This is an optimization exercise on Yosys and OpenROAD, whose aim is small area, not a production implementation. The RTL was checked by simulation tests, not by an equivalence proof against the original design. No driver is modelled on the clock port, so clocking that relies on it looks cheaper here than on a real chip. Power and IR drop assume default switching activity.

<file path="flow/flow/run.sh">
#!/bin/bash
# The standard layout (standard.sh) with these changes:
#  - synthesis maps the logic with an area-oriented ABC script (flow/area.abc);
#    flip-flops, their names and cell types are those of the standard synthesis;
#  - port buffers use the smallest buffer (buf_1) instead of the resizer's default pick;
#  - clock tree synthesis without dummy loads, with clkbuf_8 buffers.
set -euo pipefail
here=$(pwd)
export FLOW_ABC_SCRIPT="$here/flow/area.abc"
export BUFFER_PORTS_ARGS="-buffer_cell sky130_fd_sc_hd__buf_1"
export CTS_ARGS="-sink_clustering_enable -repair_clock_nets -dont_use_dummy_load -buf_list \"sky130_fd_sc_hd__clkbuf_4 sky130_fd_sc_hd__clkbuf_8\""
sed "s#$here/synth_recipe.tcl#$here/flow/synth.tcl#" standard.sh > flow_standard.sh
grep -q "flow/synth.tcl" flow_standard.sh
bash flow_standard.sh > run_standard.log 2>&1
</file>
<file path="flow/flow/area.abc">
strash
&get -n
&fraig -x
&put
scorr
dc2
strash
&get -n
&dch -f
&nf -R 1000
&put
</file>
<file path="flow/flow/synth.tcl">
# synth_recipe.tcl with one change: the combinational logic is mapped with
# flow/area.abc (an area-oriented ABC script) in place of ORFS's
# abc_speed.script.
proc synth {args} { yosys synth -nofsm -noshare {*}$args }
proc abc {args} {
  set i [lsearch -exact $args -script]
  if { $i >= 0 } { lset args [expr { $i + 1 }] $::env(FLOW_ABC_SCRIPT) }
  yosys abc {*}$args
}
source $::env(SCRIPTS_DIR)/synth.tcl
# left out here: clear keep_hierarchy, flatten, clean up, hide names made inside functions, write 1_2_yosys.v
</file>
<file path="flow/standard.sh">
#!/bin/bash
# synth_recipe.tcl (not shown) runs the flow's synth.tcl, then flattens the netlist and writes it again
# the make line also repeats each setting of config.mk as NAME=value (left out here)
make -C /OpenROAD-flow-scripts/flow DESIGN_CONFIG=/design/flow/config.mk WORK_HOME=/design/flow/orfs CLKGATE_MAP_FILE= SYNTH_SCRIPT=/design/flow/synth_recipe.tcl "${@:-finish}"
</file>
<file path="flow/config.mk">
export PLATFORM = sky130hd
export DESIGN_NAME = yarisc_core
export DESIGN_NICKNAME = yarisc_core
export VERILOG_FILES = /design/flow/design.v
export SDC_FILE = /design/flow/constraint.sdc
export NUM_CORES = 4
export LEC_CHECK = 0
export CAP_MARGIN = 20
export CORE_MARGIN = 2
export CORE_UTILIZATION = 40
export PLACE_DENSITY = 0.6
export SLEW_MARGIN = 20
export SYNTH_HIERARCHICAL = 1
export SYNTH_MINIMUM_KEEP_SIZE = 0
</file>
<file path="flow/constraint.sdc">
create_clock -name core_clock -period 8.0 [get_ports {clk}]
set_input_delay 1.6000 -clock core_clock [delete_from_list [all_inputs] [get_ports {clk}]]
set_output_delay 1.6000 -clock core_clock [all_outputs]
set_load 0.01 [all_outputs]
</file>
<file path="flow/design.v">
module yarisc_core (
    input  wire        clk,
    input  wire        rst,           
    output wire        mem_req,
    output wire        mem_we,
    output wire [15:0] mem_addr,
    output wire [15:0] mem_wdata,
    input  wire        mem_ready,
    input  wire [15:0] mem_rdata,
    output wire        halted,
    output wire        panicked,
    output wire [1:0]  panic_code,
    input  wire [3:0]  dbg_sel,
    output wire [15:0] dbg_data
);
    localparam [3:0] S_LDIP   = 4'd0,
                     S_FETCH  = 4'd1,
                     S_INC    = 4'd3,
                     S_FETCH2 = 4'd2,
                     S_INC2   = 4'd6,
                     S_EX1    = 4'd7,
                     S_EX2    = 4'd5,
                     S_MEM    = 4'd4,
                     S_HALT   = 4'd12,
                     S_PANIC  = 4'd13,
                     S_CLR    = 4'd8;
    reg [3:0]  state;
    reg [15:0] x [0:7];               
    reg        flag_c, flag_z;
    reg [15:6] ir;                    
    reg [3:0]  op;                    
    reg [15:0] t;                     
    reg [1:0]  pcode;                 
    wire [5:0] wop = mem_rdata[5:0];
    wire w_legal = (wop == 6'h01) | (wop == 6'h02) | (wop == 6'h04) | (wop == 6'h10) |
                   (wop == 6'h11) | (wop == 6'h2A) | (wop == 6'h2C) | (wop == 6'h3E) |
                   (wop == 6'h3F);
    wire two_op   = !op[3] & !op[2];
    wire three_op = !op[3] &  op[2];
    wire is_mov   = two_op & op[0];
    wire is_ldr   = two_op & op[1];
    wire is_str   = two_op & !op[1] & !op[0];
    wire is_adc   = three_op & op[0];
    wire is_jmp   = op[3] & !op[2] & op[1];
    wire is_jcc   = op[3] & !op[2] & !op[1];
    wire is_hlt   = op[3] & op[2] & op[0];
    wire sel      = ir[15];
    wire loc      = ir[14];
    wire two_word = sel & (op[3] ? !op[2] : loc);
    wire short    = sel & !loc;
    wire [2:0] f_rd = ir[8:6];
    wire [2:0] f_ra = ir[11:9];
    wire [2:0] f_rb = ir[14:12];
    wire bad_bits =
        (two_op   & (sel ? (loc ? |ir[13:9] : ir[13]) : |ir[14:12])) |
        (three_op & sel & loc & ir[12]) |
        (is_jmp   & sel & |ir[14:6]) |
        (is_jcc   & (sel ? |ir[13:8] : ir[8])) |
        (op[3] & op[2] & |ir[15:6]);
    wire [1:0] jm    = {flag_z, flag_c} & ir[7:6];
    wire jcc_taken   = ir[14] ? (jm == 2'b00) : (jm != 2'b00);
        wire st_ldip  = (state == S_LDIP);
    wire st_fetch = (state == S_FETCH);
    wire st_inc   = (state == S_INC);
    wire st_fetch2= (state == S_FETCH2);
    wire st_inc2  = (state == S_INC2);
    wire st_ex1   = (state == S_EX1);
    wire st_ex2   = (state == S_EX2);
    wire st_mem   = (state == S_MEM);
    wire stopped  = (state == S_HALT) | (state == S_PANIC);
    wire st_clr   = (state == S_CLR);
    reg [2:0] rsel;
    always @(*) begin
        if (st_ldip | st_inc | st_inc2)  rsel = 3'd7;
        else if (st_ex1)                      rsel = three_op ? f_rb : f_ra;
        else if (st_ex2)                      rsel = (three_op & short) ? f_rd : f_ra;
        else                                  rsel = f_rd;
    end
    wire a_en = st_ldip | (st_mem & is_str) | st_inc | st_inc2 | (st_ex1 & !sel & !op[3]) | (st_ex2 & three_op);
    wire [7:0] rhot = stopped ? ({8{!dbg_sel[3]}} & (8'd1 << dbg_sel[2:0])) : ({8{a_en}} & (8'd1 << rsel));
    wire       fhot = stopped & dbg_sel[3];
    wire [15:0] r;
    yarisc_rport u_rport (
        .x0(x[0]), .x1(x[1]), .x2(x[2]), .x3(x[3]),
        .x4(x[4]), .x5(x[5]), .x6(x[6]), .x7(x[7]),
        .hot(rhot), .fl({flag_z, flag_c}), .fhot(fhot), .r(r));
    reg [15:0] kon;
    always @(*) begin
        kon = 16'h0000;
        if (st_inc | st_inc2)
            kon = 16'h0002;
        else if (st_ex1 & op[3])
            kon = is_jmp ? {{6{ir[14]}}, ir[14:6], 1'b0} : {{10{ir[13]}}, ir[13:9], 1'b0};
        else if (st_ex1 & sel)
            kon = {{12{ir[12]}}, ir[12:9]};
    end
    wire [15:0] opa = r;
    wire ld_data = st_fetch2 | st_mem;
    wire [15:0] opb = (t & {16{st_ex2}}) | (mem_rdata & {16{ld_data}}) | kon;
    wire [16:0] sum;
    yarisc_add u_add (.a(opa), .b(opb), .ci(st_ex2 & is_adc & flag_c), .s(sum));
    wire [15:0] wbus = sum[15:0];
    wire ip_wr = st_inc | st_inc2 | (st_ex2 & (is_jmp | (is_jcc & jcc_taken)));
    wire rd_wr = (st_ex2 & (is_mov | three_op)) | (st_mem & mem_ready & is_ldr);
    wire [2:0] waddr = ip_wr ? 3'd7 : f_rd;
    wire t_wr = st_ldip | st_inc | (st_fetch2 & mem_ready) | (st_ex1 & !two_word);
    assign mem_req   = st_fetch | st_fetch2 | st_mem;
    assign mem_we    = st_mem & is_str;
    assign mem_addr  = t;
    assign mem_wdata = r;
    assign halted     = (state == S_HALT);
    assign panicked   = (state == S_PANIC);
    assign panic_code = pcode & {2{panicked}};
    assign dbg_data   = r;
    wire [3:0] s_end = (pcode == 2'd3) ? S_PANIC : is_hlt ? S_HALT : S_LDIP;
    wire [15:0] wdat = wbus;
    wire [7:0]  wen  = ({8{ip_wr | rd_wr}} & (8'd1 << waddr)) | {8{st_clr}};
    integer i;
    always @(posedge clk)
        for (i = 0; i < 8; i = i + 1)
            if (wen[i]) x[i] <= wdat;
    always @(posedge clk) begin
        if (t_wr) t <= wbus;
        if (st_fetch & mem_ready) begin
            ir <= mem_rdata[15:6];
            op <= {mem_rdata[5], mem_rdata[4], mem_rdata[1], mem_rdata[0]};
        end
    end
    always @(posedge clk) begin
        if (rst) begin
            state  <= S_CLR;
            flag_c <= 1'b0;
            flag_z <= 1'b0;
            pcode  <= 2'd0;
        end else begin
            if (st_ex2 & (is_mov | three_op))
                flag_z <= (sum[15:0] == 16'h0000);
            if (st_ex2 & three_op)
                flag_c <= sum[16];
            case (state)
                S_LDIP: begin
                    if (r[0]) begin
                        pcode <= 2'd2;
                        state <= S_PANIC;
                    end else
                        state <= S_FETCH;
                end
                S_FETCH: begin
                    if (mem_ready) begin
                        pcode <= {1'b0, !w_legal};
                        state <= S_INC;
                    end
                end
                S_INC: begin
                    if (!pcode[0]) pcode <= {2{bad_bits}};
                    if (pcode == 2'd1)  state <= S_PANIC;
                    else if (two_word)  state <= S_FETCH2;
                    else                state <= S_EX1;
                end
                S_FETCH2: if (mem_ready) state <= S_INC2;
                S_INC2:   state <= S_EX1;
                S_EX1:    state <= S_EX2;
                S_EX2: begin
                    if (two_op & !is_mov) begin
                        if (t[0]) begin
                            pcode <= 2'd2;
                            state <= S_PANIC;
                        end else
                            state <= S_MEM;
                    end else
                        state <= s_end;
                end
                S_MEM: if (mem_ready) state <= s_end;
                S_CLR: state <= S_LDIP;
                default: ;
            endcase
        end
    end
endmodule
module yarisc_rport (
    input  wire [15:0] x0, x1, x2, x3, x4, x5, x6, x7,
    input  wire [7:0]  hot,
    input  wire [1:0]  fl,
    input  wire        fhot,
    output wire [15:0] r
);
    assign r = (x0 & {16{hot[0]}}) | (x1 & {16{hot[1]}}) | (x2 & {16{hot[2]}}) |
               (x3 & {16{hot[3]}}) | (x4 & {16{hot[4]}}) | (x5 & {16{hot[5]}}) |
               (x6 & {16{hot[6]}}) | (x7 & {16{hot[7]}}) | {14'h0000, fl & {2{fhot}}};
endmodule
module yarisc_add (
    input  wire [15:0] a,
    input  wire [15:0] b,
    input  wire        ci,
    output wire [16:0] s
);
    wire [8:0]  cl;
    wire [8:0]  ch;
    wire [7:0]  sl, th;
    assign cl[0] = ci;
    assign ch[0] = 1'b0;
    genvar k;
    generate
        for (k = 0; k < 8; k = k + 1) begin : g_byte
            assign cl[k+1] = (a[k] & b[k]) | (cl[k] & (a[k] ^ b[k]));
            assign sl[k]   = a[k] ^ b[k] ^ cl[k];
            assign ch[k+1] = (a[k+8] & b[k+8]) | (ch[k] & (a[k+8] ^ b[k+8]));
            assign th[k]   = a[k+8] ^ b[k+8] ^ ch[k];
        end
    endgenerate
    wire [8:0] run;                   
    assign run[0] = 1'b1;
    generate
        for (k = 0; k < 8; k = k + 1) begin : g_run
            assign run[k+1] = run[k] & th[k];
        end
    endgenerate
    wire [7:0] sh = th ^ ({8{cl[8]}} & run[7:0]);
    assign s = {ch[8] | (cl[8] & run[8]), sh, sl};
endmodule
</file>
==> metrics.md, run 1 <==
| Metric | Value |
|---|---|
| Worst-path clk slew | `0.07 ns` |
| Maximum clock frequency | `0.1338 GHz` |
| Layout cell share with drive strength beyond 1 | `0.07571` |
| VDD IR max | `0.1902 mV` |
| Synth Cell Area | `~0.0074 mm2` |
| I/O Buffers | `76` |
| Synthesis warning total | `9` |
| Initial antenna violation count | `0` |
| Via count of the first global-routing pass | `5136` |
| Most frequent cells in the layout | `edfxtp_1 (158), buf_1 (76), nand2_1 (41)` |
| Power per cell area | `roughly 460 mW/mm2` |
| Final Max Tran Viols | `0` |
| Leading cell type in the layout, fill and taps excluded | `edfxtp_1` |
| Syn_nets | `approximately 580` |
| Via Count | `5305` |
| CTS Root Cell | `clkbuf_8` |
| Synth async-reset ratio | `0` |
| Number of distinct library cells after synthesis | `46` |
| Post-DP Area | `a little over 0.008 mm2` |
| GR Overflow Total | `0` |
| Design area | `0.008300 mm2` |
| Hold crit path type | `reg2reg` |
| Max-cap viol count | `0` |
| WS Path Type | `reg2reg` |
| Clock Skews | `0.03922 ns` |
| TritonCTS clock tree | `done` |
| DR iter-0 viols | `788` |
| Largest net degree at the start of global routing | `19` |
| Maximum fanout count along the critical path | `14` |
| Post-Syn Instances | `536` |
| Max-slew headroom | `0.2453` |
| Clk buf depth | `2` |
| Final ANT Viol Nets | `0` |
| Final min period | `7.475 ns` |
| Clock latency (worst-skew pair) | `0.47 ns` |
| Leak | `approximately 0.0027 uW` |
| Synth-to-Final Area Change | `12.25%` |
| CTS Buf Count | `17` |
| Setup Buffers After CTS | `0` |
| RSZ-0062 raised after global routing | `no` |
| Status | `complete, no violations` |
| Initial Util | `0.4102` |
| Critical path arrival | `~7.8 ns` |
| HPWL Detailed | `14250 um` |
| DR pass1 iterations | `6` |
| GRT Overall Usage | `0.2207` |
| Pwr Total | `roughly 3800 uW` |
| Number of top-level pins | `77` |
| Avg WL per Cell | `about 25 um` |
| Final Hold Viols | `0` |
| First-pass GRT wire length | `31820 um` |
| Seq/Total Area, Yosys | `0.6633` |
| Flop2flop setup slack | `0.52 ns` |
| Die Y | `between 100 and 150 um` |
| Final setup violation count | `0` |
| CTS Sinks | `166` |
| Startpoint Class | `register` |
| Setup TNS | `0 ns` |
| Post-synth EDFFs | `158` |
| Core Region | `between 0.015 and 0.02 mm2` |
| Die area | `around 0.02 mm2` |
| WP data required | `8.35 ns` |
| Routed vias/inst | `6.147` |
| FP Rows | `49` |
| Placer Congestion | `0.9370` |
| Critical path endpoint category | `register` |
| Final period util | `0.9344` |
| H-tree levels | `4` |
| Number of synthesized register bits | `166` |
| Die W | `140.0 um` |
| Slew @ Worst Pin | `1.125 ns` |
| Avg Inst Size Synth | `13.80 um2` |
| Layout Nets | `676` |
| # DRC | `0` |
| # diodes | `0` |
| Dominant synthesized flop cell | `edfxtp_1` |
| Drt total wl | `21490 um` |
-- flip-flops by register name, summed over array words and instances (netlist names) --
| signal | cells |
|---|---|
| flag_c | 1 |
| flag_z | 1 |
| ir | 10 |
| op | 4 |
| pcode | 2 |
| state | 4 |
| t | 16 |
| x | 128 |
-- logic make-up after synthesis --
logic type                 share of synthesized area
AOI/OAI and AO/OA                             0.1501
xor gates and xnor gates                     0.01066
adders and majority gates                    0.04399
buffers and inverters                        0.02893
DFF                                           0.6633
muxes                                       0.006768
and+or+nand+nor                              0.09628
-- power by group --
group | switching [uW] | leakage, uW | internal, uW
Clock | 261 | 0.000122 | 188
Sequential | 167 | 0.00162 | 1710
Combinational | 1080 | 0.000981 | 375
-- Yosys stat by module (local to each module, per instance) --
module	cells inside	copies in the design	flip-flops and latches	area (um2)
yarisc_core	416	1	166	6351
yarisc_rport	71	1	0	544.3
yarisc_add	49	1	0	499.2
-- layer usage --
metal,vias up,share of wire,global-route usage,wire (um)
met4,0,0.017,0.07211,370
met1,2657,0.43,0.3063,9245
met2,279,0.47,0.3427,10050
li1,2337,-,-,-
met5,-,0,0,0
met3,32,0.085,0.05573,1822
-- final timing paths --
check	startpoint	end	depth (start not counted)
worst max-delay path	state[0]	flag_z	27
worst min-delay path	flag_c	flag_c	2
worst max register to register	state[0]	flag_z	27
worst min register to register	flag_c	flag_c	2
-- cell usage after synthesis, types with 4 or more instances --
master    count  share of area
and2_0        4         0.0034
mux2i_1       5         0.0068
nand2b_1      9         0.0076
clkinv_1     25          0.013
a21oi_1      25          0.017
a221o_1      12          0.016
nor2b_1       7         0.0059
xnor2_1       8         0.0095
edfxtp_1    158           0.64
o32ai_1       6         0.0071
a222oi_1     27          0.037
buf_4        16          0.016
nor4_1        4         0.0034
nand2_1      41          0.021
dfxtp_1       8          0.022
fa_1         15          0.041
o21ai_0      25          0.017
nand3_1      23          0.016
nor2_1       31          0.016
nor3_1       12         0.0081
a22oi_1      22          0.022
nand4_1       8         0.0068
a211oi_1      6         0.0061
-- timing repair --
item / 4_1_cts / 5_1_grt
endpoints found under the hold margin: 0 / 0
endpoints found under the setup margin: 0 / 1
gates resized for setup: 0 / 3
hold buffers: 0 / 0
-- final cells by class --
class / instances / area, um2
clock buffer: 17 / 234.0
fill: 1654 / 9724
inverter: 25 / 93.84
multi-input combinational: 329 / 2338
sequential: 166 / 4905
tap: 229 / 286.5
timing repair buffer: 97 / 442.9
-- stage by stage --
stage,std cells,hold WS (ns),worst slack [ns],util
after detailed placement,846,0.5192,0.4989,0.4471
after CTS,863,0.5278,0.4356,0.4601
after global placement,846,0.5120,0.8357,0.4471
final,863,0.5290,0.5247,0.4605
after floorplan,536,0.4565,0.7010,-
after global routing,863,0.5532,0.005260,0.4605
-- critical path, cell delays in order (launching register included) --
cell and delay, ns:
dfxtp_1 0.60, nor2b_1 0.29, nand2_1 0.16, a21oi_1 0.37
mux2i_1 0.24, a22oi_1 0.11, nor2_2 0.32, o32ai_2 0.16
a222oi_1 0.35, nand3_1 0.32, fa_1 0.53, fa_1 0.39
fa_1 0.39, fa_1 0.39, fa_1 0.39, fa_1 0.37
clkinv_1 0.06, fa_1 0.18, fa_1 0.20, nor3b_1 0.08
nor2b_1 0.15, nor2b_1 0.15, nor2b_1 0.17, nand3_1 0.10
xnor2_1 0.22, nor4_1 0.25, nand4_1 0.15, a211oi_1 0.28
==> run 2: changes to the inputs <==
--- a/flow/flow/run.sh
+++ b/flow/flow/run.sh
@@ -8,7 +8,7 @@
 here=$(pwd)
 export FLOW_ABC_SCRIPT="$here/flow/area.abc"
 export BUFFER_PORTS_ARGS="-buffer_cell sky130_fd_sc_hd__buf_1"
-export CTS_ARGS="-sink_clustering_enable -repair_clock_nets -dont_use_dummy_load -buf_list \"sky130_fd_sc_hd__clkbuf_4 sky130_fd_sc_hd__clkbuf_8\""
+export CTS_ARGS="-sink_clustering_enable -repair_clock_nets -dont_use_dummy_load -buf_list sky130_fd_sc_hd__clkbuf_8 -sink_clustering_size 40 -sink_clustering_max_diameter 200"
 sed "s#$here/synth_recipe.tcl#$here/flow/synth.tcl#" standard.sh > flow_standard.sh
 grep -q "flow/synth.tcl" flow_standard.sh
 bash flow_standard.sh > run_standard.log 2>&1
==> run 2 against run 1 <==
  * Cell count is the same
  * Setup slack stayed put
  * Core utilization unchanged
  * Register-to-register slack hardly changed
  * Cell area stayed put
  * Still clean
  * Critical endpoint unchanged
==> metrics.md, run 2 <==
| Metric | Value |
|---|---|
| Max reg flops | `128` |
| Slowest cell on crit path | `dfxtp_1` |
| Share of the synthesized area in the top cell type | `0.6416` |
| Slowest stage delay, CP | `0.60 ns` |
| Final setup violation count | `0` |
| Power per cell area | `455.7 mW/mm2` |
| Syn_nets | `576` |
| DR iter-0 viols | `between 700 and 800` |
| Final Hold Viols | `0` |
| CTS Root Cell | `clkbuf_8` |
| Clock Skews | `a little under 0.04 ns` |
| Clk network pwr share | `0.119` |
| Clk buf depth | `2` |
| WS Path Type | `reg2reg` |
| Maximum fanout count along the critical path | `14` |
| Post-DP Area | `0.008059 mm2` |
| Critical path arrival | `7.82 ns` |
| Number of distinct library cells after synthesis | `46` |
| Dominant synthesized flop cell | `edfxtp_1` |
| Post-Syn Instances | `536` |
| Max-slew headroom | `0.2453` |
| Synth-to-Final Area Change | `12.25%` |
| Synth area leader | `edfxtp_1` |
| CTS Sinks | `around 170` |
| Commonest cells post-synth | `edfxtp_1 (158), nand2_1 (41), nor2_1 (31)` |
| Initial antenna violation count | `0` |
| Final min period | `7.475 ns` |
| Placer Congestion | `approximately 0.94` |
| # hold bufs at CTS | `0` |
| P_int | `2272 uW` |
| Most frequent CP cell | `fa_1` |
| TritonCTS clock tree | `done` |
| Die W | `140.0 um` |
| Resize count post-CTS | `0` |
| Max-cap viol count | `0` |
| Critical path endpoint category | `register` |
| Hold crit path type | `reg2reg` |
| RR Startpoint | `state[0]` |
| Crit. Startpoint | `state[0]` |
| Reg with most FFs | `x` |
| Startpoint Class | `register` |
| Synthesis warning total | `9` |
| # DRC | `0` |
| Final ANT Viol Nets | `0` |
| Slew @ Worst Pin | `between 1 and 1.5 ns` |
| FP Rows | `between 40 and 50` |
| HPWL Detailed | `14250 um` |
| Setup TNS | `0 ns` |
| CP delay by family, top | `adder cells` |
| H-tree levels | `4` |
| Avg Inst Size Synth | `roughly 14 um2` |
| Initial Util | `0.4102` |
| Most common cell in the netlist | `edfxtp_1` |
| Most frequent cells in the layout | `edfxtp_1 (158), buf_1 (76), nand2_1 (41)` |
| Pwr Total | `3783 uW` |
| DR pass1 iterations | `6` |
| Worst-path clk slew | `0.07 ns` |
| Final Max Tran Viols | `0` |
| Core Region | `0.01802 mm2` |
| Leak | `0.002722 uW` |
| Layout cell share with drive strength beyond 1 | `0.07571` |
| Setup Buffers After CTS | `0` |
| Die area | `0.01959 mm2` |
| Via Count | `5305` |
| Routed vias/inst | `a little over 6` |
| Maximum clock frequency | `~0.13 GHz` |
| Leading cell type in the layout, fill and taps excluded | `edfxtp_1` |
| CTS Buf Count | `17` |
| # diodes | `0` |
| Layout Nets | `676` |
| Final period util | `0.9344` |
| RSZ-0062 raised after global routing | `no` |
| Seq/Total Area, Yosys | `0.6633` |
| Util after Layout | `0.4605` |
| Post-synth EDFFs | `~160` |
| GRT Overall Usage | `0.2207` |
| Synth Cell Area | `0.007395 mm2` |
| Avg WL per Cell | `between 20 and 25 um` |
| VDD IR max | `0.1902 mV` |
| Switching pwr | `1510 uW` |
| HP Start | `flag_c` |
| Synth async-reset ratio | `0` |
| Via count of the first global-routing pass | `5136` |
| Largest net degree at the start of global routing | `19` |
| Synth area leaders | `edfxtp_1 (64%), fa_1 (4.1%), a222oi_1 (3.7%)` |
| Number of synthesized register bits | `166` |
| Registers with the most flip-flops | `x (128), t (16), ir (10)` |
| Switching share of power | `0.3993` |
| GR Overflow Total | `0` |
| Worst path buffer plus inverter count | `1` |
| Design area | `0.008300 mm2` |
| First-pass GRT wire length | `31820 um` |
| Status | `complete, no violations` |
| Clock latency (worst-skew pair) | `0.47 ns` |
| Number of top-level pins | `slightly below 80` |
| Drt total wl | `21490 um` |
| WP data required | `8.35 ns` |
| Die Y | `140.0 um` |
| I/O Buffers | `76` |
| Comb power frac | `0.385` |
| Sequential power share | `0.496` |
run 2: worst paths after layout:
check             depth (start not counted)  slack [ns]  endpoint
setup reg to reg                         27        0.52    flag_z
hold reg to reg                           2        0.53    flag_c
setup / recovery                         27        0.52    flag_z
hold / removal                            2        0.53    flag_c
run 2: worst min-delay path, delay by kind of cell, from the launching register on:
family,cells,cell delay [ns]
flip-flops,1,0.35
AO/OA/AOI/OAI,1,0.06
AND/OR/NAND/NOR,1,0.07
run 2: cell type report:
type | instances | area, um2
multi-input combinational | 329 | 2338
clock buffer | 17 | 234.0
timing repair buffer | 97 | 442.9
tap | 229 | 286.5
fill | 1654 | 9724
sequential | 166 | 4905
inverter | 25 | 93.84
run 2: kinds of logic after synthesis:
group                      after synthesis  synth area share
AOI/OAI and AO/OA                      149            0.1501
muxes                                    5          0.006768
adders and majority gates               17           0.04399
and+or+nand+nor                        149           0.09628
xor gates and xnor gates                 9           0.01066
buffers and inverters                   41           0.02893
DFF                                    166            0.6633
run 2: modules after synthesis, one instance, submodules excluded:
module	cell area (um2)	copies in the design
yarisc_core	6351	1
yarisc_add	499.2	1
yarisc_rport	544.3	1
run 2: stage by stage:
step                std cells  hold WS, ns  setup slack (ns)
global placement          846       0.5120            0.8357
finish                    863       0.5290            0.5247
global route              863       0.5532          0.005260
floorplan                 536       0.4565            0.7010
CTS                       863       0.5278            0.4356
detailed placement        846       0.5192            0.4989
run 2: power groups by stage:
| stage | registers (uW) | clock network [uW] | logic, uW |
|---|---|---|---|
| 2_1_floorplan | 1860 | 0 | 858 |
| 3_3_place_gp | 1880 | 0 | 1440 |
| 3_5_place_dp | 1890 | 0 | 1460 |
| 4_1_cts | 1870 | 454 | 1470 |
| 5_1_grt | 1910 | 489 | 1580 |
| 6_report | 1880 | 448 | 1460 |
run 2: routing by layer:
layer,global-route usage,part of all wire
met4,0.07211,0.017
met1,0.3063,0.43
met2,0.3427,0.47
met5,0,0
met3,0.05573,0.085
==> run 3: changes to the inputs <==
--- a/flow/flow/run.sh
+++ b/flow/flow/run.sh
@@ -8,7 +8,7 @@
 here=$(pwd)
 export FLOW_ABC_SCRIPT="$here/flow/area.abc"
 export BUFFER_PORTS_ARGS="-buffer_cell sky130_fd_sc_hd__buf_1"
-export CTS_ARGS="-sink_clustering_enable -repair_clock_nets -dont_use_dummy_load -buf_list sky130_fd_sc_hd__clkbuf_8 -sink_clustering_size 40 -sink_clustering_max_diameter 200"
+export CTS_ARGS="-sink_clustering_enable -repair_clock_nets -dont_use_dummy_load -buf_list sky130_fd_sc_hd__clkbuf_8 -sink_clustering_size 25 -sink_clustering_levels 1 -num_static_layers 1"
 sed "s#$here/synth_recipe.tcl#$here/flow/synth.tcl#" standard.sh > flow_standard.sh
 grep -q "flow/synth.tcl" flow_standard.sh
 bash flow_standard.sh > run_standard.log 2>&1
==> run 3 against run 2 <==
  * Still clean on timing, DRC and antenna
  * Critical path depth is 1 lower
  * Die area stayed put
  * Fmax is 0.88% lower
  * Cell area hardly changed
  * Hold slack worse by 0.0013 ns
  * Non-clock buffer count stayed put
  * Count of clock-buffer cells in the layout stayed put
  * Routed wire length is 0.67% lower
  * Setup slack worse by 0.066 ns
  * First-iteration DRC count is 11% higher
  * Via count is 0.47% higher
  * Critical path type unchanged
  * Critical endpoint unchanged
==> metrics.md, run 3 <==
| Metric | Value |
|---|---|
| Status | `complete, no violations` |
| DR iter-0 viols | `872` |
| Commonest cells post-synth | `edfxtp_1 (158), nand2_1 (41), nor2_1 (31)` |
| Initial antenna violation count | `0` |
| Core Region | `0.01802 mm2` |
| Initial Util | `0.4102` |
| CTS Buf Count | `17` |
| Critical path arrival | `7.89 ns` |
| # diodes | `0` |
| R2r endpoint | `flag_z` |
| TritonCTS clock tree | `done` |
| Largest net degree at the start of global routing | `19` |
| Clock Skews | `0.03197 ns` |
| Clock latency (worst-skew pair) | `0.46 ns` |
| First-pass GRT wire length | `31710 um` |
| Placer Congestion | `around 0.94` |
| Hold crit path type | `reg2reg` |
| Setup Buffers After CTS | `0` |
| Maximum clock frequency | `about 0.13 GHz` |
| Startpoint Class | `register` |
| Worst-path clk slew | `0.07 ns` |
| Post-Syn Instances | `approximately 540` |
| Clk buf depth | `2` |
| Share of the synthesized area in the top cell type | `0.6416` |
| Critical path endpoint category | `register` |
| R2R depth | `26` |
| Synthesis warning total | `9` |
| Most frequent CP cell | `fa_1` |
| Hold EP | `flag_c` |
| Layout cell share with drive strength beyond 1 | `0.07729` |
| GRT Overall Usage | `0.2203` |
| Layout Nets | `676` |
| Syn_nets | `576` |
| Die Y | `140.0 um` |
| Number of distinct library cells after synthesis | `46` |
| Power per cell area | `455.1 mW/mm2` |
| # DRC | `0` |
| Max reg flops | `128` |
| RR Startpoint | `state[0]` |
| Synth async-reset ratio | `0` |
| Slowest cell on crit path | `dfxtp_1` |
| HPWL Detailed | `14250 um` |
| Number of synthesized register bits | `166` |
| Seq/Total Area, Yosys | `0.6633` |
| Post-synth EDFFs | `158` |
| Final ANT Viol Nets | `0` |
| Drt total wl | `between 20000 and 25000 um` |
| WP data required | `8.34 ns` |
| Synth area leaders | `edfxtp_1 (64%), fa_1 (4.1%), a222oi_1 (3.7%)` |
| Die area | `0.01959 mm2` |
| Met2 WL | `9976 um` |
| Design area | `0.008304 mm2` |
| GR Overflow Total | `0` |
| Resize count post-CTS | `0` |
| Reg with most FFs | `x` |
| Final setup violation count | `0` |
| # hold bufs at CTS | `0` |
| Avg Inst Size Synth | `13.80 um2` |
| Slowest stage delay, CP | `~0.61 ns` |
| Post-DP Area | `approximately 0.008 mm2` |
| Avg WL per Cell | `roughly 25 um` |
| Routed length on met3 | `2140 um` |
| Maximum fanout count along the critical path | `14` |
| Setup TNS | `0 ns` |
| Pwr Total | `approximately 3800 uW` |
| Synth Cell Area | `around 0.0074 mm2` |
| CTS Root Cell | `clkbuf_8` |
| Max-slew headroom | `0.2236` |
| Via Count | `~5300` |
| Highest routed layer | `met5` |
| Leak | `around 0.0027 uW` |
| I/O Buffers | `76` |
| Leading cell type in the layout, fill and taps excluded | `edfxtp_1` |
| WS Path Type | `reg2reg` |
| Slew @ Worst Pin | `1.158 ns` |
| RSZ-0062 raised after global routing | `no` |
| Number of top-level pins | `77` |
| Most frequent cells in the layout | `edfxtp_1 (158), buf_1 (76), nand2_1 (41)` |
| H-tree levels | `4` |
| Flop2flop setup slack | `0.46 ns` |
| CP delay by family, top | `adder cells` |
| Metal-1 WL | `8746 um` |
| Worst path buffer plus inverter count | `1` |
| Synth area leader | `edfxtp_1` |
| Die W | `between 100 and 150 um` |
| Dominant synthesized flop cell | `edfxtp_1` |
| HP Start | `flag_c` |
| Most common cell in the netlist | `edfxtp_1` |
| Final min period | `7.542 ns` |
| Hold depth | `2` |
| Final Hold Viols | `0` |
| Routed vias/inst | `6.176` |
| Max-cap viol count | `0` |
| VDD IR max | `0.1888 mV` |
| Final Max Tran Viols | `0` |
| Via count of the first global-routing pass | `5145` |
| FP Rows | `49` |
| CTS Sinks | `166` |
| Registers with the most flip-flops | `x (128), t (16), ir (10)` |
| DR pass1 iterations | `5` |
| Final period util | `0.9427` |
| Synth-to-Final Area Change | `12.30%` |
run 3: cell counts after synthesis:
Identical to the previous run, type by type.
run 3: worst max-delay path by stage:
stage / from / end / slack, ns / depth (start not counted)
4_1_cts: state[0] / flag_z / 0.43 / 26
2_1_floorplan: dbg_sel[3] / flag_z / 0.70 / 22
5_1_grt: state[1] / flag_z / 0.02 / 27
3_5_place_dp: state[0] / flag_z / 0.50 / 26
3_3_place_gp: state[0] / flag_z / 0.84 / 26
6_report: state[0] / flag_z / 0.46 / 26
run 3: layer usage:
metal,track usage,up-vias
li1,-,2340
met1,0.3052,2631
met5,0.02005,-
met3,0.04889,29
met2,0.3425,328
met4,0.07895,2
run 3: layout make-up:
cell class | count | area (um2)
sequential | 166 | 4905
inverter | 25 | 93.84
fill | 1643 | 9721
tap | 229 | 286.5
multi-input combinational | 329 | 2342
clock buffer | 17 | 234.0
timing repair buffer | 97 | 442.9
run 3: cells by family after synthesis:
family / Yosys count / share of synthesized area
flops: 166 / 0.6633
compound gates: 149 / 0.1501
simple gates: 149 / 0.09628
buf+inv: 41 / 0.02893
fa+ha+maj: 17 / 0.04399
xor+xnor: 9 / 0.01066
mux: 5 / 0.006768
run 3: stage by stage:
| step | hold slack, ns | instances | util | setup WS, ns |
|---|---|---|---|---|
| 2_1_floorplan | 0.4565 | 536 | - | 0.7010 |
| 3_3_place_gp | 0.5120 | 846 | 0.4471 | 0.8357 |
| 3_5_place_dp | 0.5192 | 846 | 0.4471 | 0.4989 |
| 4_1_cts | 0.5269 | 863 | 0.4601 | 0.4263 |
| 5_1_grt | 0.5520 | 863 | 0.4607 | 0.01533 |
| 6_report | 0.5277 | 863 | 0.4607 | 0.4583 |
run 3: worst reg2reg max path, stage by stage (launching register included):
cell,delay [ns]
dfxtp_1,0.61
nor2b_1,0.29
nand2_1,0.15
a21oi_1,0.37
a21oi_1,0.12
or3_1,0.37
nand2b_1,0.22
o32ai_2,0.13
a222oi_1,0.37
nand3_1,0.33
fa_1,0.52
fa_1,0.39
fa_1,0.39
fa_1,0.39
fa_1,0.39
fa_1,0.37
clkinv_1,0.06
fa_1,0.18
fa_1,0.20
nor3b_1,0.08
nor2b_1,0.15
nor2b_1,0.15
nor2b_1,0.17
xor2_1,0.25
nor4_1,0.33
nand4_1,0.16
a211oi_1,0.28
run 3: report_power, final:
| part | internal [uW] | switching, uW | total, uW |
|---|---|---|---|
| combinational | 376 | 1080 | 1460 |
| clock | 188 | 260 | 448 |
| sequential | 1710 | 166 | 1870 |
run 3: Yosys stat by module, one instance, submodules excluded:
module | flip-flops and latches | times used | cell area [um2]
yarisc_add | 0 | 1 | 499.2
yarisc_rport | 0 | 1 | 544.3
yarisc_core | 166 | 1 | 6351
==> run 4: changes to the inputs <==
==> flow/flow/run.sh (replaced) <==
#!/bin/bash
# The standard layout (standard.sh) with these changes:
#  - synthesis maps the logic with an area-oriented ABC script (flow/area.abc);
#    flip-flops, their names and cell types are those of the standard synthesis;
#  - port buffers use the smallest buffer (buf_1) instead of the resizer's default pick;
#  - clock tree synthesis without dummy loads, with clkbuf_4 buffers; after it,
#    flow/post_cts.tcl gives clkbuf_8 to the root and to buffers whose
#    flip-flops would see a slow clock edge.
set -euo pipefail
here=$(pwd)
export FLOW_ABC_SCRIPT="$here/flow/area.abc"
export BUFFER_PORTS_ARGS="-buffer_cell sky130_fd_sc_hd__buf_1"
export CTS_ARGS="-sink_clustering_enable -repair_clock_nets -dont_use_dummy_load -buf_list sky130_fd_sc_hd__clkbuf_4"
export POST_CTS_TCL="$here/flow/post_cts.tcl"
sed "s#$here/synth_recipe.tcl#$here/flow/synth.tcl#" standard.sh > flow_standard.sh
grep -q "flow/synth.tcl" flow_standard.sh
bash flow_standard.sh > run_standard.log 2>&1
==> flow/flow/post_cts.tcl (new file) <==
# After CTS (clkbuf_4 tree): give clkbuf_8 to every clock buffer whose
# flip-flop clock pins would see a slow edge, and to the root buffer; then
# legalize the placement again.
estimate_parasitics -placement
proc clk_sink_slew { inst } {
  set opin [get_pins -of_objects $inst -filter "direction==output"]
  set net [get_nets -of_objects $opin]
  set mx 0
  foreach p [get_pins -of_objects $net -filter "direction==input"] {
    set s [get_property $p slew_max]
    if { $s > $mx } { set mx $s }
  }
  return $mx
}
for { set pass 0 } { $pass < 3 } { incr pass } {
  set changed 0
  foreach inst [get_cells -hier *] {
    if { [get_property $inst ref_name] ne "sky130_fd_sc_hd__clkbuf_4" } { continue }
    set name [get_full_name $inst]
    if { [string match clkbuf_0_* $name] || [clk_sink_slew $inst] > 0.095 } {
      puts "post_cts: $name -> clkbuf_8"
      replace_cell $inst sky130_fd_sc_hd__clkbuf_8
      incr changed
    }
  }
  if { $changed == 0 } { break }
  estimate_parasitics -placement
}
foreach inst [get_cells -hier *] {
  if { [string match *clkbuf* [get_property $inst ref_name]] } {
    puts "post_cts: [get_full_name $inst] [get_property $inst ref_name] [clk_sink_slew $inst]"
  }
}
detailed_placement
check_placement -verbose
==> run 4 against run 3 <==
  * Cell area shrank 0.42%
  * Register-to-register slack gained 0.02 ns
  * Count of clock-buffer cells in the layout is the same
  * Synthesized cell count is the same
  * Power shrank 0.69%
  * Global-route usage grew 0.059 points
  * Critical path type unchanged
==> metrics.md, run 4 <==
| Metric | Value |
|---|---|
| Status | `complete, no violations` |
| Leading cell type in the layout, fill and taps excluded | `edfxtp_1` |
| Final Hold Viols | `0` |
| Routed vias/inst | `6.137` |
| First-pass GRT wire length | `31860 um` |
| Post-Syn Instances | `536` |
| Die W | `140.0 um` |
| DR iter-0 viols | `808` |
| Slowest cell on crit path | `dfxtp_1` |
| Filler cell count | `roughly 1600` |
| GRT Overall Usage | `0.2209` |
| Post-synth EDFFs | `roughly 160` |
| Pre-CTS setup slack | `approximately 0.50 ns` |
| Hold depth | `2` |
| Max-slew headroom | `0.2275` |
| # DRC | `0` |
| Via Count | `5296` |
| RSZ-0062 raised after global routing | `no` |
| Initial Util | `0.4102` |
| HPWL Detailed | `14250 um` |
| Synthesis warning total | `9` |
| RR Startpoint | `state[0]` |
| Hold EP | `flag_c` |
| Clock Skews | `approximately 0.032 ns` |
| Flop2flop setup slack | `0.47 ns` |
| R2R depth | `26` |
| Max reg flops | `~130` |
| Slowest stage delay, CP | `0.61 ns` |
| Layout cell share with drive strength beyond 1 | `0.07571` |
| Final ANT Viol Nets | `0` |
| Via count of the first global-routing pass | `between 5000 and 6000` |
| Setup TNS | `0 ns` |
| Drt total wl | `21450 um` |
| TritonCTS clock tree | `done` |
| Clock latency (worst-skew pair) | `around 0.45 ns` |
| Seq/Total Area, Yosys | `0.6633` |
| Dominant synthesized flop cell | `edfxtp_1` |
| Die Y | `140.0 um` |
| WP data required | `8.36 ns` |
| Hold WS | `about 0.53 ns` |
| Initial antenna violation count | `0` |
| DR pass1 iterations | `5` |
| Commonest cells post-synth | `edfxtp_1 (158), nand2_1 (41), nor2_1 (31)` |
| FP Rows | `49` |
| Design area | `0.008269 mm2` |
| Syn_nets | `576` |
| Slew @ Worst Pin | `~1.2 ns` |
| VDD IR max | `0.1914 mV` |
| Final Max Tran Viols | `0` |
| Core Region | `roughly 0.018 mm2` |
| Synth area leaders | `edfxtp_1 (64%), fa_1 (4.1%), a222oi_1 (3.7%)` |
| Reg with most FFs | `x` |
| Hold crit path type | `reg2reg` |
| Final min period | `between 7 and 8 ns` |
| Critical path arrival | `7.89 ns` |
| Number of top-level pins | `77` |
| Number of synthesized register bits | `about 170` |
| Share of the synthesized area in the top cell type | `0.6416` |
| Maximum clock frequency | `0.1329 GHz` |
| Leak | `0.002709 uW` |
| Power per cell area | `453.9 mW/mm2` |
| Number of distinct library cells after synthesis | `46` |
| Layout Nets | `676` |
| CTS Sinks | `166` |
| Synth-to-Final Area Change | `11.83%` |
| Registers with the most flip-flops | `x (128), t (16), ir (10)` |
| Final WS setup | `~0.47 ns` |
| Synth Cell Area | `0.007395 mm2` |
| Startpoint Class | `register` |
| HP Start | `flag_c` |
| WS Path Type | `reg2reg` |
| Avg Inst Size Synth | `between 10 and 15 um2` |
| I/O Buffers | `76` |
| Worst-path clk slew | `0.09 ns` |
| Critical path endpoint category | `register` |
| Die area | `0.01959 mm2` |
| Maximum fanout count along the critical path | `14` |
| Avg WL per Cell | `24.86 um` |
| Most frequent CP cell | `fa_1` |
| Final period util | `0.9407` |
| Most common cell in the netlist | `edfxtp_1` |
| Most frequent cells in the layout | `edfxtp_1 (158), buf_1 (76), nand2_1 (41)` |
| Largest net degree at the start of global routing | `19` |
| Synth area leader | `edfxtp_1` |
| Final setup violation count | `0` |
| Placer Congestion | `0.9370` |
| GR Overflow Total | `0` |
| Reg area | `~0.005 mm2` |
| R2r endpoint | `flag_z` |
| Multi-input gate area | `0.002338 mm2` |
| Post-DP Area | `0.008059 mm2` |
| Synth async-reset ratio | `0` |
| Max-cap viol count | `0` |
| # diodes | `0` |
run 4: kinds of logic (layout without fill, tap and decap cells):
logic type | after synthesis | count (layout) | synth area share
AND/OR/NAND/NOR | 149 | 149 | 0.09628
buffers and inverters | 41 | 139 | 0.02893
flip-flops | 166 | 166 | 0.6633
multiplexers | 5 | 5 | 0.006768
XOR/XNOR | 9 | 9 | 0.01066
adder cells (fa/ha/maj) | 17 | 17 | 0.04399
AO/OA/AOI/OAI | 149 | 149 | 0.1501
run 4: worst max path at each step:
stage,start,end,slack [ns],cells past startpoint
after floorplan,dbg_sel[3],flag_z,0.70,22
after global placement,state[0],flag_z,0.84,26
after detailed placement,state[0],flag_z,0.50,26
after global routing,state[0],flag_z,0.05,27
final,state[0],flag_z,0.47,26
run 4: area by class of cell:
class,instances,share of cell area
multi-input cells,329,0.2828
inverters,25,0.01135
well taps,229,0.03465
flip-flops and latches,166,0.5931
repair buffers,97,0.05356
clock buffers,17,0.02451
run 4: per-module statistics from Yosys, one instance, submodules excluded:
| module | cell area (um2) | copies in the design |
|---|---|---|
| yarisc_rport | 544.3 | 1 |
| yarisc_core | 6351 | 1 |
| yarisc_add | 499.2 | 1 |
run 4: metrics by stage:
step                instances  power [uW]    util
detailed placement        846        3354  0.4471
floorplan                 536        2721       -
global placement          846        3313  0.4471
global route              863        3952  0.4588
finish                    863        3754  0.4588
run 4: power breakdown:
part	leakage [uW]	switching, uW	total, uW	internal, uW
clock	0.000109	256	417	162
combinational	0.000981	1090	1460	376
sequential	0.00162	167	1870	1710
total	0.00271	1510	3750	2250
run 4: layer usage:
layer / vias to the layer above / GRT usage / wire [um] / share of wire
li1: 2339 / - / - / -
met4: 0 / 0.06842 / 349 / 0.016
met3: 30 / 0.05333 / 1836 / 0.086
met5: - / 0 / 0 / 0
met1: 2643 / 0.3075 / 9189 / 0.43
met2: 284 / 0.3458 / 10080 / 0.47
run 4: worst max-delay path: cells and delay by family (launching register included):
family,cells,cell delay (ns)
buf+inv,1,0.06
xor+xnor,1,0.25
simple gates,10,2.14
compound gates,5,1.31
fa+ha+maj,8,2.85
mux,1,0.24
flops,1,0.61
==> run 5: changes to the inputs <==
--- a/flow/flow/run.sh
+++ b/flow/flow/run.sh
@@ -4,7 +4,7 @@
 #    flip-flops, their names and cell types are those of the standard synthesis;
 #  - port buffers use the smallest buffer (buf_1) instead of the resizer's default pick;
 #  - clock tree synthesis without dummy loads, with clkbuf_4 buffers; after it,
-#    flow/post_cts.tcl gives clkbuf_8 to the root and to buffers whose
+#    flow/post_cts.tcl gives clkbuf_16 to the root and clkbuf_8 to buffers whose
 #    flip-flops would see a slow clock edge.
 set -euo pipefail
 here=$(pwd)
--- a/flow/flow/post_cts.tcl
+++ b/flow/flow/post_cts.tcl
@@ -1,5 +1,5 @@
-# After CTS (clkbuf_4 tree): give clkbuf_8 to every clock buffer whose
-# flip-flop clock pins would see a slow edge, and to the root buffer; then
+# After CTS (clkbuf_4 tree): give clkbuf_16 to the root buffer and clkbuf_8 to
+# every clock buffer whose flip-flop clock pins would see a slow edge; then
 # legalize the placement again.
 estimate_parasitics -placement
 proc clk_sink_slew { inst } {
@@ -12,12 +12,17 @@
   }
   return $mx
 }
+foreach inst [get_cells -hier clkbuf_0_*] {
+  puts "post_cts: [get_full_name $inst] -> clkbuf_16"
+  replace_cell $inst sky130_fd_sc_hd__clkbuf_16
+}
+estimate_parasitics -placement
 for { set pass 0 } { $pass < 3 } { incr pass } {
   set changed 0
   foreach inst [get_cells -hier *] {
     if { [get_property $inst ref_name] ne "sky130_fd_sc_hd__clkbuf_4" } { continue }
     set name [get_full_name $inst]
-    if { [string match clkbuf_0_* $name] || [clk_sink_slew $inst] > 0.095 } {
+    if { [clk_sink_slew $inst] > 0.112 } {
       puts "post_cts: $name -> clkbuf_8"
       replace_cell $inst sky130_fd_sc_hd__clkbuf_8
       incr changed
==> run 5 against run 4 <==
  * Critical path depth is the same
  * Sequential share of layout area rose by 0.054 points
  * Global-route usage decreased by 0.059 points
  * Fmax increased by 0.38%
  * Combinational power is essentially flat
  * Sequential power about the same
  * Register-to-register slack better by 0.03 ns
==> metrics.md, run 5 <==
| Metric | Value |
|---|---|
| Slowest cell on crit path | `dfxtp_1` |
| Placer Congestion | `approximately 0.94` |
| Die area | `between 0.015 and 0.02 mm2` |
| DR pass1 iterations | `6` |
| GR Overflow Total | `0` |
| Status | `complete, no violations` |
| Final Hold Viols | `0` |
| Leading cell type in the layout, fill and taps excluded | `edfxtp_1` |
| Layout Nets | `676` |
| Most frequent CP cell | `fa_1` |
| Initial Util | `0.4102` |
| Share of the synthesized area in the top cell type | `0.6416` |
| Routed vias/inst | `6.175` |
| Clock Skews | `between 0.02 and 0.03 ns` |
| CTS Sinks | `around 170` |
| Hold crit path type | `reg2reg` |
| VDD IR max | `0.1900 mV` |
| I/O Buffers | `76` |
| TritonCTS clock tree | `done` |
| Via count of the first global-routing pass | `5124` |
| RSZ-0062 raised after global routing | `no` |
| Avg Inst Size Synth | `13.80 um2` |
| CP delay by family, top | `adder cells` |
| Via Count | `5329` |
| Registers with the most flip-flops | `x (128), t (16), ir (10)` |
| Die W | `140.0 um` |
| GRT Overall Usage | `0.2203` |
| Synth async-reset ratio | `0` |
| Most common cell in the netlist | `edfxtp_1` |
| HPWL Detailed | `14250 um` |
| Max-cap viol count | `0` |
| Final Max Tran Viols | `0` |
| Synthesis warning total | `9` |
| Maximum fanout count along the critical path | `14` |
| Max reg flops | `between 100 and 150` |
| Final min period | `7.497 ns` |
| First-pass GRT wire length | `roughly 32000 um` |
| Core Region | `0.01802 mm2` |
| Initial antenna violation count | `0` |
| Drt total wl | `21460 um` |
| # diodes | `0` |
| Final ANT Viol Nets | `0` |
| Slowest stage delay, CP | `0.62 ns` |
| DR iter-0 viols | `710` |
| Die Y | `140.0 um` |
| WP data required | `8.29 ns` |
| Critical path arrival | `around 8 ns` |
| Power per cell area | `453.0 mW/mm2` |
| Leak | `roughly 0.0027 uW` |
| Worst path buffer plus inverter count | `1` |
| Most frequent cells in the layout | `edfxtp_1 (158), buf_1 (76), nand2_1 (41)` |
| Dominant synthesized flop cell | `edfxtp_1` |
| Slew @ Worst Pin | `1.151 ns` |
| Post-Syn Instances | `536` |
| Maximum clock frequency | `0.1334 GHz` |
| Avg WL per Cell | `24.86 um` |
| FP Rows | `49` |
| Number of top-level pins | `77` |
| Design area | `0.008262 mm2` |
| Synth Cell Area | `0.007395 mm2` |
| Post-DP Area | `just over 0.008 mm2` |
| Clock latency (worst-skew pair) | `0.38 ns` |
| Final setup violation count | `0` |
| Final period util | `0.9372` |
| # DRC | `0` |
| Largest net degree at the start of global routing | `19` |
| Post-synth EDFFs | `158` |
| Synth area leaders | `edfxtp_1 (64%), fa_1 (4.1%), a222oi_1 (3.7%)` |
| Commonest cells post-synth | `edfxtp_1 (158), nand2_1 (41), nor2_1 (31)` |
| WS Path Type | `reg2reg` |
| Synth-to-Final Area Change | `11.73%` |
| Synth area leader | `edfxtp_1` |
| Worst-path clk slew | `approximately 0.09 ns` |
| Critical path endpoint category | `register` |
| Syn_nets | `576` |
| Number of synthesized register bits | `166` |
| Startpoint Class | `register` |
| Layout cell share with drive strength beyond 1 | `0.07571` |
| Setup TNS | `0 ns` |
| Number of distinct library cells after synthesis | `46` |
| Max-slew headroom | `0.2281` |
| Reg with most FFs | `x` |
| Seq/Total Area, Yosys | `0.6633` |
==> run 5: stage by stage <==
stage / utilization / worst slack (ns) / cells / hold slack (ns) / total power (uW)
after floorplan: - / 0.7010 / 536 / 0.4565 / 2721
after global placement: 0.4471 / 0.8357 / 846 / 0.5120 / 3313
after detailed placement: 0.4471 / 0.4989 / 846 / 0.5192 / 3354
after global routing: 0.4584 / 0.01306 / 863 / 0.5569 / 3943
final: 0.4584 / 0.5025 / 863 / 0.5334 / 3743
==> run 5: final cells by class <==
| cell class | count | area (um2) |
|---|---|---|
| clock buffer | 17 | 195.2 |
| sequential | 166 | 4905 |
| inverter | 25 | 93.84 |
| tap | 229 | 286.5 |
| fill | 1656 | 9763 |
| multi-input combinational | 329 | 2338 |
| timing repair buffer | 97 | 442.9 |
==> run 5: cell families (layout without fill, tap and decap cells) <==
kind of cell | after synthesis | count (layout) | share of synthesized area
multiplexers | 5 | 5 | 0.006768
AND/OR/NAND/NOR | 149 | 149 | 0.09628
XOR/XNOR | 9 | 9 | 0.01066
buffers and inverters | 41 | 139 | 0.02893
adder cells (fa/ha/maj) | 17 | 17 | 0.04399
flip-flops | 166 | 166 | 0.6633
AO/OA/AOI/OAI | 149 | 149 | 0.1501
==> run 5: tightest hold or removal path, delay by kind of cell (launching register included) <==
kind | cells | cell delay, ns
AND/OR/NAND/NOR | 1 | 0.07
flip-flops | 1 | 0.36
AO/OA/AOI/OAI | 1 | 0.06
==> run 5: report_power, final <==
part	leakage (uW)	switching (uW)	total, uW	internal (uW)
Combinational	0.000981	1080	1460	375
Sequential	0.00162	167	1870	1710
Clock	0.000107	252	411	159
==> run 5: modules after synthesis (local to each module, per instance) <==
module        flip-flops and latches  copies in the design
yarisc_add                         0                     1
yarisc_rport                       0                     1
yarisc_core                      166                     1
==> run 5: path summary, 6_finish.rpt <==
kind	startpoint	end	slack (ns)	depth (start not counted)
max	state[0]	flag_z	0.50	26
min	flag_c	flag_c	0.53	2
max reg2reg	state[0]	flag_z	0.50	26
min reg2reg	flag_c	flag_c	0.53	2
==> run 5: per-layer routing <==
metal / part of all wire / vias up / GRT usage / wire length (um)
met3: 0.092 / 35 / 0.05265 / 1965
met5: 0 / - / 0 / 0
met2: 0.47 / 286 / 0.3435 / 9998
li1: - / 2342 / - / -
met4: 0.020 / 0 / 0.07579 / 433
met1: 0.42 / 2666 / 0.3050 / 9061
==> run 6: changes to the inputs <==
--- a/flow/flow/post_cts.tcl
+++ b/flow/flow/post_cts.tcl
@@ -22,7 +22,7 @@
   foreach inst [get_cells -hier *] {
     if { [get_property $inst ref_name] ne "sky130_fd_sc_hd__clkbuf_4" } { continue }
     set name [get_full_name $inst]
-    if { [clk_sink_slew $inst] > 0.112 } {
+    if { [clk_sink_slew $inst] > 0.118 } {
       puts "post_cts: $name -> clkbuf_8"
       replace_cell $inst sky130_fd_sc_hd__clkbuf_8
       incr changed
==> run 6 against run 5 <==
  * Synthesized area is the same
  * Largest power group unchanged
  * First-iteration DRC count rose by 17%
  * Critical path depth unchanged
  * Sequential share of layout area is 0.14 points higher
  * Hold slack better by 0.0014 ns
  * Power decreased by 0.63%
  * Highest routed layer unchanged
  * Register-to-register slack improved by 0.02 ns
  * Global-route usage is essentially flat
  * Flip-flop and latch count unchanged
  * Critical endpoint unchanged
  * Fmax up 0.23%
  * Cell area shrank 0.23%
==> metrics.md, run 6 <==
| Metric | Value |
|---|---|
| HPWL Detailed | `14250 um` |
| Die W | `140.0 um` |
| Worst-path clk slew | `0.09 ns` |
| Status | `complete, no violations` |
| Post-synth EDFFs | `158` |
| Maximum fanout count along the critical path | `14` |
| Max reg flops | `128` |
| Placer Congestion | `between 0.9 and 1` |
| Registers with the most flip-flops | `x (128), t (16), ir (10)` |
| DR pass1 iterations | `6` |
| Avg Inst Size Synth | `between 10 and 15 um2` |
| Synth Cell Area | `between 0.007 and 0.008 mm2` |
| Number of top-level pins | `77` |
| Synthesis warning total | `9` |
| Final setup violation count | `0` |
| Initial Util | `0.4102` |
| Most frequent CP cell | `fa_1` |
| Filler cell count | `1659` |
| Die area | `0.01959 mm2` |
| Synth async-reset ratio | `0` |
| Startpoint Class | `register` |
| Dominant synthesized flop cell | `edfxtp_1` |
| Avg WL per Cell | `24.77 um` |
| Initial antenna violation count | `0` |
| CTS Sinks | `166` |
| Synth area leader | `edfxtp_1` |
| # DRC | `0` |
| Critical path arrival | `7.76 ns` |
| Max-cap viol count | `0` |
| WP data required | `8.28 ns` |
| FP Rows | `around 50` |
| Most frequent cells in the layout | `edfxtp_1 (158), buf_1 (76), nand2_1 (41)` |
| TritonCTS clock tree | `done` |
| I/O Buffers | `76` |
| Via count of the first global-routing pass | `5139` |
| Slowest cell on crit path | `dfxtp_1` |
| Core Region | `~0.018 mm2` |
| Slew @ Worst Pin | `1.117 ns` |
| # diodes | `0` |
| Final Hold Viols | `0` |
| Critical path endpoint category | `register` |
| Layout cell share with drive strength beyond 1 | `0.07571` |
| CP delay by family, top | `adder cells` |
| GRT Overall Usage | `0.2202` |
| VDD IR max | `0.1912 mV` |
| Syn_nets | `approximately 580` |
| Via Count | `5304` |
| Clock Skews | `roughly 0.037 ns` |
| Hold crit path type | `reg2reg` |
| Clock latency (worst-skew pair) | `0.39 ns` |
| Commonest cells post-synth | `edfxtp_1 (158), nand2_1 (41), nor2_1 (31)` |
| Max-slew headroom | `0.2506` |
| Layout Nets | `676` |
| Reg with most FFs | `x` |
| GR Overflow Total | `0` |
| Final period util | `0.9350` |
| Final Max Tran Viols | `0` |
| First-pass GRT wire length | `31780 um` |
| DR iter-0 viols | `833` |
| Post-Syn Instances | `536` |
| Slowest stage delay, CP | `just over 0.6 ns` |
| Synth-to-Final Area Change | `11.47%` |
| Most common cell in the netlist | `edfxtp_1` |
| RSZ-0062 raised after global routing | `no` |
| WS Path Type | `reg2reg` |
| Number of synthesized register bits | `166` |
| Synth area leaders | `edfxtp_1 (64%), fa_1 (4.1%), a222oi_1 (3.7%)` |
| Leading cell type in the layout, fill and taps excluded | `edfxtp_1` |
| Routed vias/inst | `6.146` |
| Number of distinct library cells after synthesis | `46` |
| Share of the synthesized area in the top cell type | `0.6416` |
| Leak | `0.002698 uW` |
| Setup TNS | `0 ns` |
| Maximum clock frequency | `around 0.13 GHz` |
| Drt total wl | `about 21000 um` |
| Die Y | `140.0 um` |
| Worst path buffer plus inverter count | `1` |
| Pre-CTS setup slack | `roughly 0.50 ns` |
| Final ANT Viol Nets | `0` |
| Final WS setup | `0.5199 ns` |
| Seq/Total Area, Yosys | `0.6633` |
| Final min period | `7.480 ns` |
| Largest net degree at the start of global routing | `19` |
| Power per cell area | `451.2 mW/mm2` |
==> run 6: modules after synthesis, one instance, submodules excluded <==
module / cell area, um2 / flops+latches
yarisc_add: 499.2 / 0
yarisc_core: 6351 / 166
yarisc_rport: 544.3 / 0
==> run 6: cells by family after synthesis <==
group	synth area share
flops	0.6633
compound gates	0.1501
simple gates	0.09628
buf+inv	0.02893
fa+ha+maj	0.04399
xor+xnor	0.01066
mux	0.006768
==> run 6: tightest hold or removal path, delay by kind of cell, from the launching register on <==
| family | cells | cell delay [ns] |
|---|---|---|
| compound gates | 1 | 0.06 |
| flops | 1 | 0.36 |
| simple gates | 1 | 0.07 |
==> run 6: final timing paths <==
check             startpoint      to  slack, ns  cells past startpoint
setup / recovery    state[0]  flag_z       0.52                     26
hold reg to reg       flag_c  flag_c       0.53                      2
hold / removal        flag_c  flag_c       0.53                      2
setup reg to reg    state[0]  flag_z       0.52                     26
==> run 6: area by class of cell <==
class / count / area [um2] / share of cell area
Timing Repair Buffer: 97 / 442.9 / 0.05373
Clock buffer: 17 / 176.4 / 0.02140
Sequential cell: 166 / 4905 / 0.5950
Inverter: 25 / 93.84 / 0.01138
Tap cell: 229 / 286.5 / 0.03476
Multi-Input combinational cell: 329 / 2338 / 0.2837
==> run 6: layer usage <==
metal / up-vias / part of all wire / track usage
met2: 296 / 0.47 / 0.3435
met4: 0 / 0.016 / 0.07632
met3: 29 / 0.096 / 0.05470
met5: - / 0 / 0
li1: 2339 / - / -
met1: 2640 / 0.42 / 0.3032
==> run 6: power by group <==
part	switching, uW	internal [uW]	total, uW
clock network	247	143	390
logic	1080	375	1460
registers	166	1710	1870
total	1490	2230	3720
==> run 6: stage by stage <==
stage	cell area, um2	std cells	utilization	total power (uW)	hold slack (ns)
global placement	8059	846	0.4471	3313	0.5120
floorplan	7395	536	-	2721	0.4565
global route	8243	863	0.4573	3926	0.5569
finish	8243	863	0.4573	3719	0.5348
detailed placement	8059	846	0.4471	3354	0.5192
==> run 7: changes to the inputs <==
--- a/flow/config.mk
+++ b/flow/config.mk
@@ -7,8 +7,8 @@
 export LEC_CHECK = 0
 export CAP_MARGIN = 20
 export CORE_MARGIN = 2
-export CORE_UTILIZATION = 40
-export PLACE_DENSITY = 0.6
+export CORE_UTILIZATION = 55
+export PLACE_DENSITY = 0.75
 export SLEW_MARGIN = 20
 export SYNTH_HIERARCHICAL = 1
 export SYNTH_MINIMUM_KEEP_SIZE = 0
==> run 7 against run 6 <==
  * Power down 1.3%
  * Register-to-register slack got worse by 0.095 ns
  * First-iteration DRC count fell by 7.1%
  * Clock skew decreased by 0.0080 ns
  * Still clean
  * Synthesized cell count unchanged
  * Count of clock-buffer cells in the layout unchanged
  * Via count rose by 0.74%
  * Fmax decreased by 1.3%
  * Setup slack got worse by 0.095 ns
==> metrics.md, run 7 <==
| Metric | Value |
|---|---|
| Initial Util | `0.5606` |
| Clock latency (worst-skew pair) | `0.38 ns` |
| Largest net degree at the start of global routing | `20` |
| DR pass1 iterations | `6` |
| # diodes | `0` |
| Pwr Total | `3670 uW` |
| Synth async-reset ratio | `0` |
| Registers with the most flip-flops | `x (128), t (16), ir (10)` |
| Final Instance Count excl. Fillers | `810` |
| Commonest cells post-synth | `edfxtp_1 (158), nand2_1 (41), nor2_1 (31)` |
| Layout Nets | `around 680` |
| Grt met3 use | `0.06939` |
| Max reg flops | `128` |
| Hold WS | `0.5351 ns` |
| Slew @ Worst Pin | `~1.1 ns` |
| Initial antenna violation count | `0` |
| Dominant synthesized flop cell | `edfxtp_1` |
| Final Hold Viols | `0` |
| Number of synthesized register bits | `166` |
| Util after Layout | `0.6182` |
| Post-Place Cells | `about 790` |
| Synth area leader | `edfxtp_1` |
| Via count of the first global-routing pass | `5093` |
| Critical path endpoint category | `register` |
| Final period util | `0.9469` |
| Synthesis warning total | `9` |
| GR Overflow Total | `0` |
| Avg WL per Cell | `24.30 um` |
| FP Rows | `42` |
| Hold crit path type | `reg2reg` |
| Post-Syn Instances | `536` |
| Die Y | `120.0 um` |
| Synth-to-Final Area Change | `10.27%` |
| Met1 Use GR | `0.3998` |
| Post-synth EDFFs | `158` |
| Multiplexer area fraction after synthesis | `0.006768` |
| Reg area | `0.004906 mm2` |
| Most frequent CP cell | `fa_1` |
| Max-slew headroom | `0.2916` |
| Status | `complete, no violations` |
| Adder-cell share of the synthesized area | `0.04399` |
| Final min period | `7.575 ns` |
| Power per cell area | `450.1 mW/mm2` |
| Drt total wl | `19680 um` |
| Share of the synthesized area in the top cell type | `0.6416` |
| Via Count | `5343` |
| Layout cell share with drive strength beyond 1 | `0.07571` |
| Worst-path clk slew | `0.10 ns` |
| # DRC | `0` |
| TritonCTS clock tree | `done` |
| Most common cell in the netlist | `edfxtp_1` |
| Slowest stage delay, CP | `0.51 ns` |
| Number of top-level pins | `77` |
| Startpoint Class | `register` |
| Slowest cell on crit path | `fa_1` |
| Filler cell count | `1053` |
| GRT Max-Usage Layer | `met2` |
| Max-cap viol count | `0` |
| Worst path buffer plus inverter count | `1` |
| Number of distinct library cells after synthesis | `46` |
| RSZ-0062 raised after global routing | `no` |
| Final ANT Viol Nets | `0` |
| First-pass GRT wire length | `29510 um` |
| Core Region | `around 0.013 mm2` |
| Final setup violation count | `0` |
| Maximum fanout count along the critical path | `10` |
| Final Max Tran Viols | `0` |
| Reg with most FFs | `x` |
| Placer Congestion | `around 1.0` |
| Leading cell type in the layout, fill and taps excluded | `edfxtp_1` |
| Critical path arrival | `7.85 ns` |
| Clock Skews | `0.02922 ns` |
| CTS Sinks | `about 170` |
| Syn_nets | `576` |
| Avg Inst Size Synth | `between 10 and 15 um2` |
| Maximum clock frequency | `about 0.13 GHz` |
| VDD IR max | `0.2672 mV` |
| Largest family of logic cells by synthesized area | `compound AO/OA/AOI/OAI gates` |
| Routed vias/inst | `6.596` |
| Compound-gate portion of the synthesized area | `0.1501` |
| Post-Synth Simple-Gate Area | `0.09628` |
| Multi-input gate area | `0.002333 mm2` |
| Setup TNS | `0 ns` |
| I/O Buffers | `76` |
| DR iter-0 viols | `774` |
| CP delay by family, top | `adder cells` |
| Seq/Total Area, Yosys | `0.6633` |
| HPWL Detailed | `13170 um` |
| Synth Cell Area | `about 0.0074 mm2` |
| Synth area leaders | `edfxtp_1 (64%), fa_1 (4.1%), a222oi_1 (3.7%)` |
| Synth Area in XOR/XNOR | `0.01066` |
| Leak | `around 0.0027 uW` |
| Most frequent cells in the layout | `edfxtp_1 (158), buf_1 (76), nand2_1 (41)` |
| Die area | `0.01439 mm2` |
| GRT met2 Usage | `0.4371` |
| WP data required | `8.28 ns` |
| Die W | `120.0 um` |
| WS Path Type | `reg2reg` |
| GRT Overall Usage | `0.2845` |
run 7: cell counts after synthesis:
No cell type changed its count.
run 7: routing by layer:
metal / vias up / wire length [um] / part of all wire
li1: 2348 / - / -
met1: 2600 / 7745 / 0.39
met2: 355 / 9379 / 0.48
met3: 40 / 2159 / 0.11
met4: 0 / 396 / 0.020
met5: - / 0 / 0
run 7: power breakdown:
part	total (uW)	leakage, uW	switching (uW)	internal [uW]
Sequential	1870	0.00162	165	1710
Clock	365	0.0000911	237	127
Combinational	1430	0.000980	1050	381
Total	3670	0.00269	1460	2210
run 7: path summary, 6_finish.rpt:
check                 from     end  slack, ns  cells after the start
hold reg to reg     flag_c  flag_c       0.54                      2
setup / recovery  state[2]  flag_z       0.42                     28
setup reg to reg  state[2]  flag_z       0.42                     28
hold / removal      flag_c  flag_c       0.54                      2
run 7: final cells by class:
cell class / count / share of cell area
Clock buffer: 17 / 0.01933
Inverter: 25 / 0.01151
Multi-Input combinational cell: 329 / 0.2862
Sequential cell: 166 / 0.6017
Tap cell: 176 / 0.02701
Timing Repair Buffer: 97 / 0.05432
run 7: per-stage QoR:
stage	area [um2]	setup slack, ns
3_5_place_dp	7993	0.4769
6_report	8154	0.4248
3_3_place_gp	7993	0.9102
5_1_grt	8154	0.01184
2_1_floorplan	7395	0.7010
run 7: worst min-delay path, delay by kind of cell, from the launching register on:
kind	cells	cell delay (ns)
and+or+nand+nor	1	0.07
DFF	1	0.36
AOI/OAI and AO/OA	1	0.06
run 7: Yosys stat by module (local to each module, per instance):
module	flops+latches	area, um2	copies in the design	cells inside
yarisc_core	166	6351	1	416
yarisc_rport	0	544.3	1	71
yarisc_add	0	499.2	1	49
run 7: cell families after synthesis:
| family | after synthesis |
|---|---|
| mux | 5 |
| fa+ha+maj | 17 |
| compound gates | 149 |
| flops | 166 |
| simple gates | 149 |
| buf+inv | 41 |
| xor+xnor | 9 |

==> afterwards: timing with drivers on the ports <==
The flow's constraints put no driver on any port. The routed layouts listed below were extracted and timed again, unchanged, in two steps. Step 1, drivers: a clkbuf_16 drives clk and a buf_2 each remaining input, both assumed. Step 2 adds t to the input delays and takes it off the output delays; t is the mean of the earliest and latest rising clock arrival at the registers after step 1. Input paths then give back, and output paths get back, about the clock's delay inside the block. a / b / c = no drivers / after step 1 / after step 2; a / b = the first two.
| run | t, ns | setup slack, ns | worst register clock-pin slew, ns | worst data-port slew with drivers (ns) | cell pins on the clock port's net |
|---|---|---|---|---|---|
| run 1 | 0.489 | 0.525 / 0.525 / 0.525 | 0.10 / 0.10 | 0.04 | 1 |
| run 2 | 0.489 | 0.525 / 0.525 / 0.525 | 0.10 / 0.10 | 0.04 | 1 |
| run 3 | 0.486 | 0.458 / 0.458 / 0.458 | 0.10 / 0.10 | 0.04 | 1 |
| run 4 | 0.478 | 0.474 / 0.474 / 0.474 | 0.10 / 0.10 | 0.04 | 1 |
| run 5 | 0.410 | 0.503 / 0.503 / 0.503 | 0.10 / 0.10 | 0.04 | 1 |
| run 6 | 0.414 | 0.520 / 0.520 / 0.520 | 0.12 / 0.12 | 0.04 | 1 |
| run 7 | 0.406 | 0.425 / 0.425 / 0.425 | 0.11 / 0.11 | 0.04 | 1 |
After both steps every run listed still meets setup and hold.
